From an optimization exercise on the open Yosys and OpenROAD flow, aimed at small area, a short achievable clock period and few clock cycles; shortcuts taken in it are not production practice. Only simulation tests tie the RTL to the original design; equivalence was not proved.

## flow/design.v (module list and top-level ports; edited modules follow where they fit)
// module mnt_fxu: 280 lines
// module fxu_cneg: 10 lines
// module fxu_mul32: 1011 lines
module mnt_fxu (
    input  wire        clk,
    input  wire        rst,       
    input  wire        req,
    input  wire        we,
    input  wire [5:0]  addr,      
    input  wire [31:0] wdata,
    output wire        ready,
    output reg  [31:0] rdata
);
  // ...
==> flow/flow/run.sh <==
#!/bin/bash
set -euo pipefail
bash standard.sh SETUP_SLACK_MARGIN=5.5 finish > standard.log 2>&1
==> flow/standard.sh <==
#!/bin/bash
# synth_recipe.tcl (not shown) runs the flow's synth.tcl, then flattens the netlist and writes it again
# the make line also repeats each setting of config.mk as NAME=value (left out here)
make -C /OpenROAD-flow-scripts/flow DESIGN_CONFIG=/design/flow/config.mk WORK_HOME=/design/flow/orfs CLKGATE_MAP_FILE= SYNTH_SCRIPT=/design/flow/synth_recipe.tcl "${@:-finish}"
==> flow/config.mk <==
export PLATFORM = sky130hd
export DESIGN_NAME = mnt_fxu
export DESIGN_NICKNAME = mnt_fxu
export VERILOG_FILES = /design/flow/design.v
export SDC_FILE = /design/flow/constraint.sdc
export NUM_CORES = 4
export LEC_CHECK = 0
export ABC_AREA = 1
export CAP_MARGIN = 20
export CORE_MARGIN = 2
export CORE_UTILIZATION = 40
export CTS_BUF_LIST = sky130_fd_sc_hd__clkbuf_4 sky130_fd_sc_hd__clkbuf_8
export SLEW_MARGIN = 20
==> flow/constraint.sdc <==
create_clock -name core_clock -period 14.0 [get_ports {clk}]
set_input_delay 2.8000 -clock core_clock [delete_from_list [all_inputs] [get_ports {clk}]]
set_output_delay 2.8000 -clock core_clock [all_outputs]
set_load 0.01 [all_outputs]
==> results.toml, run 1 <==
[floorplan]
dieArea_um2 = 145000
initial_core_util = 0.402
design.core.area_um2 = 141000

[clock_network]
cts_setup_buffers = 32
cts_tree = "done"
path_clk_slew_ns = 0.07
cts_max_level = 3

[routing]
maxUsedRoutingLayer = "met5"
wl_met2_um = 124000
avgViaCountPerCell = 6.43
wl_met3_um = 33800
drt_iter0_drc = 8844
drtPass1Iterations = 8

[global_route]
grt_pass1_vias = 54100

[yosys]
synth_xor_area_frac = 0.0698
syn_avg_cell_area_um2 = 7.78
async_flop_share = 0
synth_fa_ha_area_frac = 0.0930

[layout]
final_layout_size_suffix_gt1_frac = 0.0974
instances_no_fill = 9239
bufAreaShareNonClock = 0.0558
largestClassByArea = "multi-input combinational cells"

[status]
status = "finished clean"

[setup_path]
cpMostUsedCell = "fa_1"
crit_path_start_kind = "flip-flop"
cp_slowest_cell = "edfxtp_1"
r2r_setup_slack_ns = 5.49
cp_top_family = "adder cells"

[min_path]
min_path_cells = 2

[placed_design]
place_congestion = 1.10

[sta]
tns_ns = 0
setup_viol = 0
Testbench counts, summed over its fixed seeds: cycles 35,295.
==> module mnt_fxu, before the edit <==
module mnt_fxu (
    input  wire        clk,
    input  wire        rst,       
    input  wire        req,
    input  wire        we,
    input  wire [5:0]  addr,      
    input  wire [31:0] wdata,
    output wire        ready,
    output reg  [31:0] rdata
);
    localparam [31:0] ID_VALUE = 32'h4D4E5431;
    localparam [5:0] A_ID = 6'h00, A_STATUS = 6'h02, A_CMD = 6'h03;
    localparam [5:0] OP_FADD   = 6'h01, OP_FSUB  = 6'h02, OP_FADDI = 6'h03,
                     OP_FSUBI  = 6'h04, OP_FMUL  = 6'h05, OP_FMULI = 6'h06,
                     OP_FDIVI  = 6'h07, OP_FSHL  = 6'h08, OP_FSHR  = 6'h09,
                     OP_FAND   = 6'h0A, OP_FFLOOR= 6'h0B, OP_FFRACT= 6'h0C,
                     OP_FROMI  = 6'h10, OP_FROMU = 6'h11, OP_FROMB = 6'h12,
                     OP_FROMF  = 6'h13, OP_TOI   = 6'h14, OP_TOU   = 6'h15,
                     OP_TOB    = 6'h16, OP_TOF   = 6'h17, OP_LI    = 6'h30;
    localparam S_ADD = 0, S_MUL = 1, S_MULS = 2, S_SHL = 3, S_SHR = 4,
               S_AND = 5, S_FLOOR = 6, S_FRACT = 7, S_FROMI = 8, S_FROMB = 9,
               S_TOI = 10, S_TOB = 11, S_PASS = 12, S_TOF = 13,
               S_FROMF = 14, S_DIV = 15, NSEL = 16;
    reg [31:0] regs [0:15];
    reg        ill;           
    reg        lipend;        
    reg [3:0]  lird;
    reg            e_valid;   
    reg [NSEL-1:0] e_sel;
    reg            e_sub;     
    reg            e_imm;     
    reg [4:0]      e_sh;
    reg [3:0]      e_rd;
    reg [31:0]     oa;        
    reg [31:0]     ob;        
    reg        busy;          
    reg        d_align;       
    reg        d_iter;        
    reg        d_neg;
    reg [4:0]  d_cnt;         
    reg [31:0] d_quo;
    wire [5:0]  op = wdata[31:26];
    wire [3:0]  ra = wdata[21:18];
    wire [3:0]  rb = wdata[17:14];
    wire fmt_rrr = (op >= OP_FADD && op <= OP_FDIVI) || op == OP_FAND;
    wire fmt_rrs = (op == OP_FSHL) || (op == OP_FSHR);
    wire fmt_rr  = (op == OP_FFLOOR) || (op == OP_FFRACT) ||
                   (op >= OP_FROMI && op <= OP_TOF);
    wire fmt_ri  = (op == OP_LI);
    reg legal;
    always @(*) begin
        if (fmt_rrr)      legal = (wdata[13:0] == 14'd0);
        else if (fmt_rrs) legal = (wdata[17:5] == 13'd0);
        else if (fmt_rr)  legal = (wdata[17:0] == 18'd0);
        else if (fmt_ri)  legal = (wdata[21:0] == 22'd0);
        else              legal = 1'b0;
    end
    reg [NSEL-1:0] sel;
    always @(*) begin
        sel = {NSEL{1'b0}};
        case (op)
            OP_FADD, OP_FSUB,
            OP_FADDI, OP_FSUBI: sel[S_ADD]   = 1'b1;
            OP_FMUL:            sel[S_MULS]  = 1'b1;
            OP_FMULI:           sel[S_MUL]   = 1'b1;
            OP_FDIVI:           sel[S_DIV]   = 1'b1;
            OP_FSHL:            sel[S_SHL]   = 1'b1;
            OP_FSHR:            sel[S_SHR]   = 1'b1;
            OP_FAND:            sel[S_AND]   = 1'b1;
            OP_FFLOOR:          sel[S_FLOOR] = 1'b1;
            OP_FFRACT:          sel[S_FRACT] = 1'b1;
            OP_FROMI, OP_FROMU: sel[S_FROMI] = 1'b1;
            OP_FROMB:           sel[S_FROMB] = 1'b1;
            OP_FROMF:           sel[S_FROMF] = 1'b1;
            OP_TOI, OP_TOU:     sel[S_TOI]   = 1'b1;
            OP_TOB:             sel[S_TOB]   = 1'b1;
            OP_TOF:             sel[S_TOF]   = 1'b1;
            default:            sel = {NSEL{1'b0}};
        endcase
    end
    wire is_reg   = (addr[5:4] == 2'b10);
    wire hazard   = !we && is_reg && e_valid && (addr[3:0] == e_rd);
    wire e_first  = e_sel[S_DIV];
    wire take     = !busy || (e_valid && !e_first);
    assign ready = take && !hazard;
    wire acc      = req && ready;
    wire wr_reg   = acc && we && is_reg;
    wire wr_cmd   = acc && we && (addr == A_CMD);
    wire wr_stat  = acc && we && (addr == A_STATUS);
    wire cmd_data = wr_cmd && lipend;
    wire cmd_ok   = wr_cmd && !lipend && legal;
    wire cmd_ill  = wr_cmd && !lipend && !legal;
    wire cmd_li   = cmd_ok && (op == OP_LI);
    wire cmd_long = cmd_ok && (op == OP_FDIVI);
    wire cmd_alu  = cmd_ok && (op != OP_LI);
    wire wr_data  = wr_reg || cmd_data;
    wire [3:0]  pa     = addr[5] ? addr[3:0] : ra;
    wire [31:0] pa_val = regs[pa];
    always @(*) begin
        rdata = 32'd0;
        if (addr == A_ID)
            rdata = ID_VALUE;
        else if (addr == A_STATUS)
            rdata = {27'd0, lipend, 2'b00, ill, 1'b0};
        else if (is_reg)
            rdata = pa_val;
    end
    wire [31:0] a_mag, b_mag;
    fxu_cneg u_amag (.neg(oa[31]), .x(oa), .y(a_mag));
    fxu_cneg u_bmag (.neg(ob[31]), .x(ob), .y(b_mag));
    reg  [4:0]  a_lead;
    reg  [4:0]  b_lead;
    integer     i;
    always @(*) begin
        a_lead = 5'd0;
        b_lead = 5'd0;
        for (i = 0; i < 32; i = i + 1) begin
            if (a_mag[i]) a_lead = i[4:0];
            if (b_mag[i]) b_lead = i[4:0];
        end
    end
    wire [4:0]  d_k    = a_lead - b_lead;
    reg  [31:0] ls_in;
    reg  [4:0]  ls_amt;
    always @(*) begin
        if (e_sel[S_SHL]) begin
            ls_in = oa;      ls_amt = e_sh;
        end else if (e_sel[S_TOF]) begin
            ls_in = a_mag;   ls_amt = ~a_lead;
        end else begin
            ls_in = ob;      ls_amt = d_cnt;
        end
    end
    wire [31:0] ls_out = ls_in << ls_amt;
    wire        f_sign = oa[31];
    wire [7:0]  f_exp  = oa[30:23];
    wire [22:0] f_frac = oa[22:0];
    wire [31:0] f_top  = {1'b1, f_frac, 8'd0};
    wire [7:0]  f_dn   = 8'd148 - f_exp;
    wire        f_nan  = (f_exp == 8'hFF) && (f_frac != 23'd0);
    wire        f_sat  = (f_exp >= 8'd148);
    wire [31:0] rs_in   = e_sel[S_FROMF] ? f_top : oa;
    wire        rs_fill = !e_sel[S_FROMF] && oa[31];
    wire [4:0]  rs_amt  = e_sel[S_FROMF] ? f_dn[4:0] : e_sh;
    wire [31:0] rs_out  = $signed({rs_fill, rs_in}) >>> rs_amt;
    wire [31:0] f_mag   = f_nan ? 32'd0 :
                          f_sat ? (f_sign ? 32'h80000000 : 32'h7FFFFFFF) :
                          (f_exp > 8'd116) ? rs_out : 32'd0;
    wire        f_neg   = f_sign && !f_nan && !f_sat;
    wire [31:0] fromf_res;
    fxu_cneg u_fneg (.neg(f_neg), .x(f_mag), .y(fromf_res));
    wire        ad_sub = e_sub || d_iter;
    wire [31:0] opb    = e_imm ? {ob[21:0], 10'd0} : ob;
    wire [32:0] sum;
    assign sum = {1'b0, oa} + {1'b0, opb ^ {32{ad_sub}}} + {32'd0, ad_sub};
    wire [23:0] t_keep  = ls_out[31:8];
    wire        t_guard = ls_out[7];
    wire        t_stick = |ls_out[6:0];
    wire        t_up    = t_guard & (t_stick | t_keep[0]);
    reg  [23:0] t_all;    
    integer     j;
    always @(*) begin
        t_all = t_keep;
        for (j = 1; j < 24; j = j * 2)
            t_all = t_all & ((t_all << j) | ((24'd1 << j) - 24'd1));
    end
    wire [24:0] t_rnd   = {t_up & t_all[23],
                           t_keep ^ ({24{t_up}} & {t_all[22:0], 1'b1})};
    wire [7:0]  t_exp   = {3'd0, a_lead} + 8'd117 + {7'd0, t_rnd[24]};
    wire [22:0] t_man   = t_rnd[24] ? t_rnd[23:1] : t_rnd[22:0];
    wire [31:0] tof_res = (oa == 32'd0) ? 32'd0 : {oa[31], t_exp, t_man};
    wire [31:0] prod;
    fxu_mul32 u_mul (.a(oa), .b(ob), .y(prod));
    reg  [31:0] result;
    always @(*) begin
        result = 32'd0;    
        if (e_sel[S_ADD])   result = result | sum[31:0];
        if (e_sel[S_FROMF]) result = result | fromf_res;
        if (e_sel[S_MUL])   result = result | prod;
        if (e_sel[S_MULS])  result = result | {{10{prod[31]}}, prod[31:10]};
        if (e_sel[S_SHL])   result = result | ls_out;
        if (e_sel[S_SHR])   result = result | rs_out;
        if (e_sel[S_AND])   result = result | (oa & ob);
        if (e_sel[S_FLOOR]) result = result | {oa[31:10], 10'd0};
        if (e_sel[S_FRACT]) result = result | {22'd0, oa[9:0]};
        if (e_sel[S_FROMI]) result = result | {oa[21:0], 10'd0};
        if (e_sel[S_FROMB]) result = result | {14'd0, oa[7:0], 10'd0};
        if (e_sel[S_TOI])   result = result | {{10{oa[31]}}, oa[31:10]};
        if (e_sel[S_TOB])   result = result | {24'd0, oa[17:10]};
        if (e_sel[S_TOF])   result = result | tof_res;
        if (e_sel[S_PASS])  result = result | oa;
    end
    wire        d_setup  = e_valid && e_sel[S_DIV];    
    wire        d_zero   = (ob == 32'd0) || (oa == 32'd0) || (a_lead < b_lead);
    wire        d_ge     = sum[32];
    wire [31:0] quo_next = {d_quo[30:0], d_ge};
    wire        d_last   = d_iter && (d_cnt == 5'd0);
    wire        e_write  = e_valid && !e_first;
    wire        rf_we = e_write || (d_last && !d_neg);
    wire [31:0] rf_wd = d_iter ? quo_next : result;
    always @(posedge clk) begin
        if (rf_we)
            regs[e_rd] <= rf_wd;
    end
    wire fwd_a = e_valid && (e_rd == ra);
    wire fwd_b = e_valid && (e_rd == rb);
    wire [31:0] ra_val = fwd_a ? result : pa_val;
    wire [31:0] rb_val = fwd_b ? result : regs[rb];
    localparam [NSEL-1:0] SEL_ADD  = 1 << S_ADD;
    localparam [NSEL-1:0] SEL_PASS = 1 << S_PASS;
    always @(posedge clk) begin
        if (rst) begin
            ill     <= 1'b0;
            lipend  <= 1'b0;
            lird    <= 4'd0;
            e_valid <= 1'b0;
            busy    <= 1'b0;
            d_iter  <= 1'b0;
            d_align <= 1'b0;
        end else begin
            if (wr_stat && wdata[1]) ill <= 1'b0;
            if (cmd_ill) ill <= 1'b1;
            if (cmd_data) lipend <= 1'b0;
            if (cmd_li) begin
                lipend <= 1'b1;
                lird   <= wdata[25:22];
            end
            if (take) begin
                e_valid <= wr_data || cmd_alu;
                busy    <= cmd_long;
            end else if (e_valid) begin
                if (e_write) begin
                    e_valid <= 1'b0;
                    busy    <= 1'b0;
                end else if (d_setup && !d_zero) begin
                    e_valid <= 1'b0;
                    d_align <= 1'b1;
                end
            end else if (d_align) begin
                d_align <= 1'b0;
                d_iter  <= 1'b1;
            end else if (d_last) begin
                d_iter <= 1'b0;
                if (d_neg) e_valid <= 1'b1;
                else       busy    <= 1'b0;
            end
        end
    end
    always @(posedge clk) begin
        if (take) begin
            e_sel <= wr_data ? SEL_PASS : sel;
            e_sub <= !wr_data && ((op == OP_FSUB) || (op == OP_FSUBI));
            e_imm <= !wr_data && ((op == OP_FADDI) || (op == OP_FSUBI));
            e_sh  <= wdata[4:0];
            e_rd  <= wr_reg ? addr[3:0] : (cmd_data ? lird : wdata[25:22]);
            oa    <= wr_data ? wdata : ra_val;
            ob    <= rb_val;
        end else if (d_setup) begin
            if (d_zero) e_sel <= {NSEL{1'b0}};
            oa    <= a_mag;
            ob    <= b_mag;
            d_cnt <= d_k;
            d_neg <= oa[31] ^ ob[31];
        end else if (d_align) begin
            ob    <= ls_out;    
            d_quo <= 32'd0;
        end else if (d_iter) begin
            if (d_ge) oa <= sum[31:0];
            ob    <= {1'b0, ob[31:1]};
            d_quo <= quo_next;
            d_cnt <= d_cnt - 5'd1;
            if (d_last) begin
                e_sel <= SEL_ADD;
                e_sub <= 1'b1;
                oa    <= 32'd0;
                ob    <= quo_next;
            end
        end
    end
endmodule
==> run 2: changes to the inputs <==
--- a/flow/design.v
+++ b/flow/design.v
@@ -207,3 +207,6 @@
     wire [31:0] ra_val = fwd_a ? result : pa_val;
-    wire [31:0] rb_val = fwd_b ? result : regs[rb];
+    wire [31:0] rb_reg = regs[rb];
+    wire [31:0] rb_val = fwd_b ? result : rb_reg;
+    wire div_nz  = (fwd_a || (pa_val != 32'd0)) && (fwd_b || (rb_reg != 32'd0));
+    wire cmd_dz  = (op == OP_FDIVI) && !div_nz;
     localparam [NSEL-1:0] SEL_ADD  = 1 << S_ADD;
@@ -229,3 +232,3 @@
                 e_valid <= wr_data || cmd_alu;
-                busy    <= cmd_long;
+                busy    <= cmd_long && !cmd_dz;
             end else if (e_valid) begin
@@ -250,3 +253,3 @@
         if (take) begin
-            e_sel <= wr_data ? SEL_PASS : sel;
+            e_sel <= (wr_data || cmd_dz) ? (wr_data ? SEL_PASS : {NSEL{1'b0}}) : sel;
             e_sub <= !wr_data && ((op == OP_FSUB) || (op == OP_FSUBI));
==> flow/flow/run.sh (replaced) <==
#!/bin/bash
set -euo pipefail
bash standard.sh SETUP_SLACK_MARGIN=6 finish > standard.log 2>&1
==> run 2 against run 1 <==
Effect of this change:
- fmax is 6.1% higher
- first-iteration DRC count is 5.0% lower
- cell count is 2.7% higher
- worst setup slack better by 0.49 ns
- via count is 2.0% higher
- routed wire length is 6.4% higher
- non-clock buffer count is 121 higher
- register-to-register slack better by 0.49 ns
- critical path type unchanged
- critical endpoint is now regs[7][27]$_DFFE_PP_
==> results.toml, run 2 <==
[setup_path]
arrival_ns = 8.73
r2r_start = "ob[20]$_DFFE_PP_"
endpoint_kind = "flip-flop"
crit_path_max_fanout = 11
slowest_delay_ns = 0.68
path_class = "flip-flop to flip-flop"
setup.worst_path.start = "ob[20]$_DFFE_PP_"
r2r_setup_slack_ns = 5.98
critPathCapture = "regs[7][27]$_DFFE_PP_"
reg2reg_depth = 28
cp.required_ns = 14.71
cp_slowest_cell = "inv_1"
reg2reg_to = "regs[7][27]$_DFFE_PP_"
crit_path_start_kind = "flip-flop"

[floorplan]
dieHeight_um = 383
design.core.area_um2 = 143000
ios = 75
dieWidth_um = 383
initial_core_util = 0.402
num_rows = 139
dieArea_um2 = 147000

[sta]
rsz0062_at_grt = "true"
setup_viol = 0
fin_crit_sh = 0.573
tns_ns = 0
slew_viol_final = 0
layout_min_cycle_time_ns = 8.02
tightest_slew_ns = 1.34
hold_violations = 0
fmax_ghz = 0.125
clock_skew_ns = 0.133
slew_headroom = 0.104

[placed_design]
dp_hpwl_um = 206000
io_buffers = 74
place_congestion = 1.16
place_area_um2 = 60100
dp_cells = 9034

[routing]
drt_iter0_drc = 8400
postRouteAntennaNets = 0
drc_errors = 0
drtPass1Iterations = 7
wl_um = 309000
vias = 60600
wire_per_inst_um = 32.6
avgViaCountPerCell = 6.39

[yosys]
synthDistinctLibCells = 80
synth_xor_area_frac = 0.0681
synth.mux.area_fraction = 0.000957
synth_top_family_by_area = "compound AO/OA/AOI/OAI gates"
synth_area_leaders = "edfxtp_1 33%, nand2_1 8.0%, o21ai_0 7.5%"
synthSimpleGateAreaFrac = 0.179
synth_largest_area_cell = "edfxtp_1"
syn-num-nets = 7742
netlist_area_um2 = 57600
synth_fa_ha_area_frac = 0.0917
synth_top_area_frac = 0.334
synth_compound_area_frac = 0.224
netlist_instances = 7392
synth_enable_flop_cells = 640
ys_warn_count = 2
ys_ff_latch = 650
async_flop_share = 0
yosysMostFrequentCell = "nand2_1"
synth_common_cells = "1234 x nand2_1, 863 x o21ai_0, 810 x inv_1"
ys.flop_type = "edfxtp_1"
syn_avg_cell_area_um2 = 7.79
synth.yosys.seq_area_share = 0.337

[min_path]
hp-class = "flip-flop to flip-flop"

[layout]
top_register = "regs"
fin_util = 0.472
area_growth_pct = 17.3
final_cell_mix = "1174 x nand2_1, 822 x o21ai_0, 782 x inv_1"
top_regs = "regs (512), oa (32), ob (32)"
final_nets = 7820
final_common_cell = "nand2_1"
final_layout_size_suffix_gt1_frac = 0.139
fin_area_um2 = 67500
largest_reg_flops = 512
instances_no_fill = 9485

[run]
maxCapViolCount = 0

[clock_network]
cts_tree = "done"
cts_max_level = 3
numCtsBuffers = 115
cts_root_buf = "clkbuf_8"
clock-sinks = 650
clkLatencyLatePin_ns = 0.93
clockBufferDepth = 3
cts-hold-fix-buffers = 0
path_clk_slew_ns = 0.06

[global_route]
grt_max_degree = 172
grt_antenna_before_repair = 21
grt_pass1_wl_um = 422000
grt_pass1_vias = 55600
grt_overflow = 0
grtUsageTotal = 0.403

[status]
status = "finished clean"
run 2: stage by stage:
stage / hold slack, ns / setup slack [ns]
final: 0.506 / 5.98
after global routing: 0.529 / 5.95
after CTS: 0.502 / 5.90
after detailed placement: 0.493 / 3.13
after global placement: 0.483 / 3.17
after floorplan: 0.448 / 6.23
run 2: worst max-delay path: cells and delay by family (launching register included):
family                     cells  cell delay, ns
adders and majority gates      7            3.17
buffers and inverters          9            2.16
AOI/OAI and AO/OA              7            1.32
and+or+nand+nor                3            0.51
DFF                            1            0.38
xor gates and xnor gates       2            0.27
run 2: layout make-up:
type | count | area (um^2)
Antenna cell | 10 | 25.0
Clock buffer | 167 | 2020
Clock inverter | 52 | 470
Fill cell | 14100 | 75600
Inverter | 862 | 3450
Multi-Input combinational cell | 5353 | 34400
Sequential cell | 650 | 19400
Tap cell | 1903 | 2380
Timing Repair Buffer | 480 | 5240
Timing Repair inverter | 8 | 87.6
run 2: metal layers:
layer,vias to the layer above,share of wire,wire [um],GRT usage
li1,25900,-,-,-
met1,29000,0.36,113000,0.501
met2,4438,0.43,132000,0.605
met3,1224,0.11,34800,0.0944
met4,14,0.096,29700,0.311
met5,-,0.00030,93,0
run 2: worst min path at each step:
| stage | startpoint | end | slack (ns) | depth (start not counted) |
|---|---|---|---|---|
| global route | ill$_SDFFE_PP0P_ | ill$_SDFFE_PP0P_ | 0.53 | 2 |
| detailed placement | ill$_SDFFE_PP0P_ | ill$_SDFFE_PP0P_ | 0.49 | 2 |
| global placement | ill$_SDFFE_PP0P_ | ill$_SDFFE_PP0P_ | 0.48 | 2 |
| CTS | ill$_SDFFE_PP0P_ | ill$_SDFFE_PP0P_ | 0.50 | 2 |
| finish | ill$_SDFFE_PP0P_ | ill$_SDFFE_PP0P_ | 0.51 | 2 |
| floorplan | ill$_SDFFE_PP0P_ | ill$_SDFFE_PP0P_ | 0.45 | 2 |
run 2: what timing repair did:
item | in CTS | in global routing
gates resized for setup | 432 | 190
pin swaps | 54 | 50
setup endpoints to repair | 575 | 405
cloned | 40 | 18
setup buffers | 56 | 107
run 2: logic make-up after synthesis:
logic type	count (synthesis)
AOI/OAI and AO/OA	2224
buffers and inverters	1397
xor gates and xnor gates	446
muxes	5
DFF	650
and+or+nand+nor	2362
adders and majority gates	308
Testbench counts of run 2, summed over its fixed seeds: cycles 35,048.

## what the ideal ports hide
The results above use ideal ports. As a check the final layouts listed here were re-extracted and re-timed, cells and wires unchanged.
Step 1: set_driving_cell puts a clkbuf_16 on clk and a buf_2 on each other input, an assumption about the parent block.
Step 2, shift: input delay + t, output delay - t, t = (earliest + latest rising clock arrival at the registers) / 2. This alone moves slack from input paths to output paths.
Three values: ideal ports, drivers, drivers and shift; two values: the first two.
| run | t (ns) | setup slack, ns | hold slack, ns | slew at the worst register clock pin (ns) |
|---|---|---|---|---|
| run 1 | 0.918 | 5.491 / 5.491 / 5.491 | 0.512 / 0.512 / 0.512 | 0.09 / 0.09 |
| run 2 | 0.934 | 5.980 / 5.980 / 5.556 | 0.506 / 0.506 / 0.506 | 0.07 / 0.07 |
After both steps every run listed still meets setup and hold. The setup slack of run 2, which loses most, moves by 0.000 ns with the drivers and by -0.424 ns with both steps.
